Source: an optimization exercise on an open RTL-to-GDS flow (aim: small area). Production flows keep margins and buffers that such runs may drop. In this exercise RTL edits were held to simulation tests only and were not proved equivalent to the original. No activity file was given, so power comes from the tool's default toggle rates.

Design ssd1675a_ctrl, start of the top module:
module ssd1675a_ctrl(clk, rst, cmd_valid, cmd_ready, cmd_opc, cmd_code, cmd_has_payload, cmd_len, cmd_x0, cmd_x1, cmd_y0, cmd_y1, dat_valid, dat_ready, dat_byte, done, status, seq_ready, spi_sclk, spi_mosi, spi_cs_n
, spi_dc, panel_rst_n, panel_busy);
For scale: ~45 flip-flops, about 100 I/O pins, roughly 0.0039 sq mm of cells after synthesis.
clock: 10.0 ns
lec_check: 0
abc_area: 1
cap_margin: 0
core_margin: 2
core_utilization: 40
gpl_timing_driven: 0
place_density: 0.6
slew_margin: 0
standard.sh (not shown) runs the stock make flow with config.mk's settings and CLKGATE_MAP_FILE= SYNTH_SCRIPT=/design/flow/synth_recipe.tcl, a recipe that flattens the netlist after the stock synthesis.
==> flow/flow/run.sh <==
#!/bin/bash
# The standard layout (standard.sh), with these changes to how it is made:
#  - synthesis maps the logic with flow/abc_area.script (an area-oriented ABC
#    mapping, selected by ABC_AREA=1 in config.mk), from a private copy of the ORFS
#    scripts folder; every other file in that folder is ORFS's own, unchanged;
#  - synthesis does not extract half/full adders (ADDER_MAP_FILE empty), so ABC
#    maps that logic too;
#  - every input and output port gets sky130_fd_sc_hd__buf_1 as its buffer.
# Registers are those of the standard synthesis (dfflibmap runs before ABC).
set -euo pipefail
rm -rf scripts_local
cp -r "$FLOW_HOME/scripts" scripts_local
cp flow/abc_area.script scripts_local/abc_area.script
export SCRIPTS_DIR="$PWD/scripts_local"
export ADDER_MAP_FILE=
export BUFFER_PORTS_ARGS="-buffer_cell sky130_fd_sc_hd__buf_1"
bash standard.sh > standard_flow.log 2>&1
==> flow/flow/abc_area.script <==
strash
dch -f
amap -F 1000
topo
==> next run, changes <==
- CAP_MARGIN: 0 -> 20
- GPL_TIMING_DRIVEN: 0 -> default
- SLEW_MARGIN: 0 -> 20
The changed run completed without violations.
Cell count climbs slightly.
Critical path depth rises by 2.
Via count increases by a few percent.
Design area hardly moves.
Worst setup slack is better by 550 ps.
Flip-flop and latch count is unchanged.
Fmax went up by a little under a tenth.
Non-clock buffer count grows by 3.
Count of clock-buffer cells in the layout is unchanged.
First-iteration DRC count rises by a quarter to a third.
Die area is unchanged.

========
Setup of garnet:
ssd1675a_ctrl, a different RTL version from the one above (not shown whole).
For scale: about 52 flip-flops, ~100 I/O pins, about 0.0042 mm2 of cells after synthesis.
clock: 10.0 ns
lec_check: 0
abc_area: 1
cap_margin: 20
core_margin: 2
core_utilization: 40
place_density: 0.6
slew_margin: 20
==> flow/flow/run.sh <==
#!/bin/bash
# The standard layout (standard.sh) with two changes to how it is made:
#  - synthesis maps the logic with flow/abc_area.script (an area-oriented ABC
#    mapping, selected by ABC_AREA=1 in config.mk) from a private copy of the ORFS
#    scripts folder; everything else in that folder is ORFS's own, unchanged;
#  - every input and output port gets sky130_fd_sc_hd__buf_1 as its buffer.
set -euo pipefail
rm -rf scripts_local
cp -r "$FLOW_HOME/scripts" scripts_local
cp flow/abc_area.script scripts_local/abc_area.script
export SCRIPTS_DIR="$PWD/scripts_local"
export BUFFER_PORTS_ARGS="-buffer_cell sky130_fd_sc_hd__buf_1"
bash standard.sh > standard_flow.log 2>&1
Scripts as last shown in full above: flow/flow/abc_area.script
garnet: all stages complete, timing, DRC and antenna checks passed
Here is what was changed in the inputs of xenon compared with garnet.
-- flow/config.mk --
<<< garnet, line 11
export CORE_UTILIZATION = 40
export PLACE_DENSITY = 0.6
>>> xenon, line 11
export CORE_UTILIZATION = 40
export CTS_BUF_LIST = sky130_fd_sc_hd__clkbuf_8
export CTS_CLUSTER_DIAMETER = 100
export CTS_CLUSTER_SIZE = 30
export PLACE_DENSITY = 0.6
Findings:
Compared with garnet, xenon shows met1 layer wirelength in the final routing that has gone down slightly.
xenon reached the final stage; the timing, design-rule and antenna checks on its layout passed.
Sort garnet and xenon by worst setup slack for register-to-register paths desc -> top: garnet
First-pass GRT wire length: garnet vs xenon, no meaningful difference
On time the final worst path needs with I/O delays and setup: xenon sits above garnet.
Edits applied to the flow inputs when going from xenon to maple:
-- flow/config.mk --
<<< xenon, line 11
export CORE_UTILIZATION = 40
export CTS_BUF_LIST = sky130_fd_sc_hd__clkbuf_8
export CTS_CLUSTER_DIAMETER = 100
export CTS_CLUSTER_SIZE = 30
export PLACE_DENSITY = 0.6
>>> maple, line 11
export CORE_UTILIZATION = 40
export CTS_BUF_LIST = sky130_fd_sc_hd__clkbuf_16
export CTS_CLUSTER_DIAMETER = 300
export CTS_CLUSTER_SIZE = 60
export PLACE_DENSITY = 0.6
Results
maple against xenon: first-pass GRT wire length saw little to no change, sequential fraction of total cell area saw a decrease.
As far as via count of the first global-routing pass is concerned, maple and xenon perform about the same.
What ember does differently from maple at the input level:
==> flow/flow/run.sh <==
#!/bin/bash
# The standard layout (standard.sh, unchanged synthesis), with the smallest buffer,
# sky130_fd_sc_hd__buf_1, as the buffer that every input and output port gets.
set -euo pipefail
export BUFFER_PORTS_ARGS="-buffer_cell sky130_fd_sc_hd__buf_1"
bash standard.sh > standard_flow.log 2>&1
-- flow/config.mk --
<<< maple, line 11
export CORE_UTILIZATION = 40
export CTS_BUF_LIST = sky130_fd_sc_hd__clkbuf_16
export CTS_CLUSTER_DIAMETER = 300
export CTS_CLUSTER_SIZE = 60
export PLACE_DENSITY = 0.6
>>> ember, line 11
export CORE_UTILIZATION = 40
export PLACE_DENSITY = 0.6
removed: flow/flow/abc_area.script
==> comparison <==
ember vs maple, share of final-layout standard cells stronger than drive strength 1 went up by 6.5 points. From maple to ember the numbers moved as follows: actual slew at the worst max-slew pin up 0.21 ns; cell count went up by 26%; final estimated routing congestion in global placement has decreased; worst slack at placement now larger.

========
Another version of the RTL of ssd1675a_ctrl (not shown whole).
Size in the first run: roughly 490 cells after synthesis, roughly 45 flip-flops, about 100 I/O pins, about 3700 sq um of cells after synthesis.
export LEC_CHECK = 0
export ABC_AREA = 1
export CAP_MARGIN = 20
export CORE_MARGIN = 2
export CORE_UTILIZATION = 40
export PLACE_DENSITY = 0.6
export SLEW_MARGIN = 20
create_clock -name core_clock -period 10.0 [get_ports {clk}]
==> flow/flow/run.sh <==
#!/bin/bash
# The standard layout (standard.sh), with these changes to how it is made:
#  - synthesis maps the logic with flow/abc_area.script (an area-oriented ABC
#    mapping, selected by ABC_AREA=1 in config.mk), from a private copy of the ORFS
#    scripts folder; every other file in that folder is ORFS's own, unchanged;
#  - synthesis does not extract half/full adders (ADDER_MAP_FILE empty), so ABC
#    maps that logic too;
#  - every input and output port gets sky130_fd_sc_hd__buf_1 as its buffer.
# Registers are those of the standard synthesis (dfflibmap runs before ABC).
set -euo pipefail
rm -rf scripts_local
cp -r "$FLOW_HOME/scripts" scripts_local
cp flow/abc_area.script scripts_local/abc_area.script
export SCRIPTS_DIR="$PWD/scripts_local"
export ADDER_MAP_FILE=
export BUFFER_PORTS_ARGS="-buffer_cell sky130_fd_sc_hd__buf_1"
bash standard.sh > standard_flow.log 2>&1
==> flow/flow/abc_area.script <==
strash
dch -f
amap -F 1000
topo
The first run finished clean.
Rerun with:
--- a/flow/flow/run.sh
+++ b/flow/flow/run.sh
@@ -8 +8,3 @@
-#  - every input and output port gets sky130_fd_sc_hd__buf_1 as its buffer.
+#  - every input and output port gets sky130_fd_sc_hd__buf_1 as its buffer;
+#  - clock tree synthesis runs with ORFS's default arguments plus
+#    -dont_use_dummy_load (no dummy load cells on the clock tree).
@@ -16,0 +19 @@
+export CTS_ARGS="-sink_clustering_enable -repair_clock_nets -dont_use_dummy_load"
After rerunning:
- design area came out lower by 1.1%
- sequential power is about the same
- routed wire length increases by 0.60%
- worst setup slack improves by 22 ps
- clock-buffer cell count stays the same
- via count hardly moves
- non-clock buffer count is unchanged
- area after synthesis is unchanged
- clock skew climbs by 20 ps
- global-route usage stays flat

## afterwards: timing with drivers on the ports
Ports are ideal in the flow. The routed layouts listed here were re-timed in OpenROAD.
Step 1 sets driving cells, clkbuf_16 on the clock port and buf_2 on the other inputs (assumed; they add their load-dependent delay and slew).
Step 2 also shifts input and output timing later by t, the mid clock arrival at the registers, as if the neighbouring blocks saw the same clock.
Slacks: ideal / step 1 / step 2; pairs: ideal / step 1.
run | shift t [ns] | setup slack, ns | hold slack, ns | worst setup path after step 2 | worst register clock-pin slew, ns
the first run of note 1 | 0.343 | 2.276 / 2.243 / 2.585 | 0.475 / 0.475 / 0.475 | register to output | 0.11 / 0.11
the second run of note 1 | 0.347 | 2.825 / 2.790 / 3.137 | 0.484 / 0.484 / 0.484 | register to output | 0.10 / 0.10
garnet | 0.347 | 4.210 / 4.210 / 4.210 | 0.530 / 0.530 / 0.530 | register to register | 0.11 / 0.11
xenon | 0.346 | 4.162 / 4.162 / 4.162 | 0.532 / 0.532 / 0.532 | register to register | 0.11 / 0.11
maple | 0.330 | 4.109 / 4.109 / 4.109 | 0.525 / 0.525 / 0.525 | register to register | 0.08 / 0.08
ember | 0.350 | 5.373 / 5.333 / 5.413 | 0.482 / 0.482 / 0.482 | input to register | 0.08 / 0.08
the first run of note 3 | 0.335 | 2.844 / 2.810 / 3.144 | 0.519 / 0.519 / 0.519 | register to output | 0.10 / 0.10
the second run of note 3 | 0.326 | 2.867 / 2.832 / 3.157 | 0.511 / 0.511 / 0.511 | register to output | 0.10 / 0.10
After both steps setup and hold are still met in every run listed.
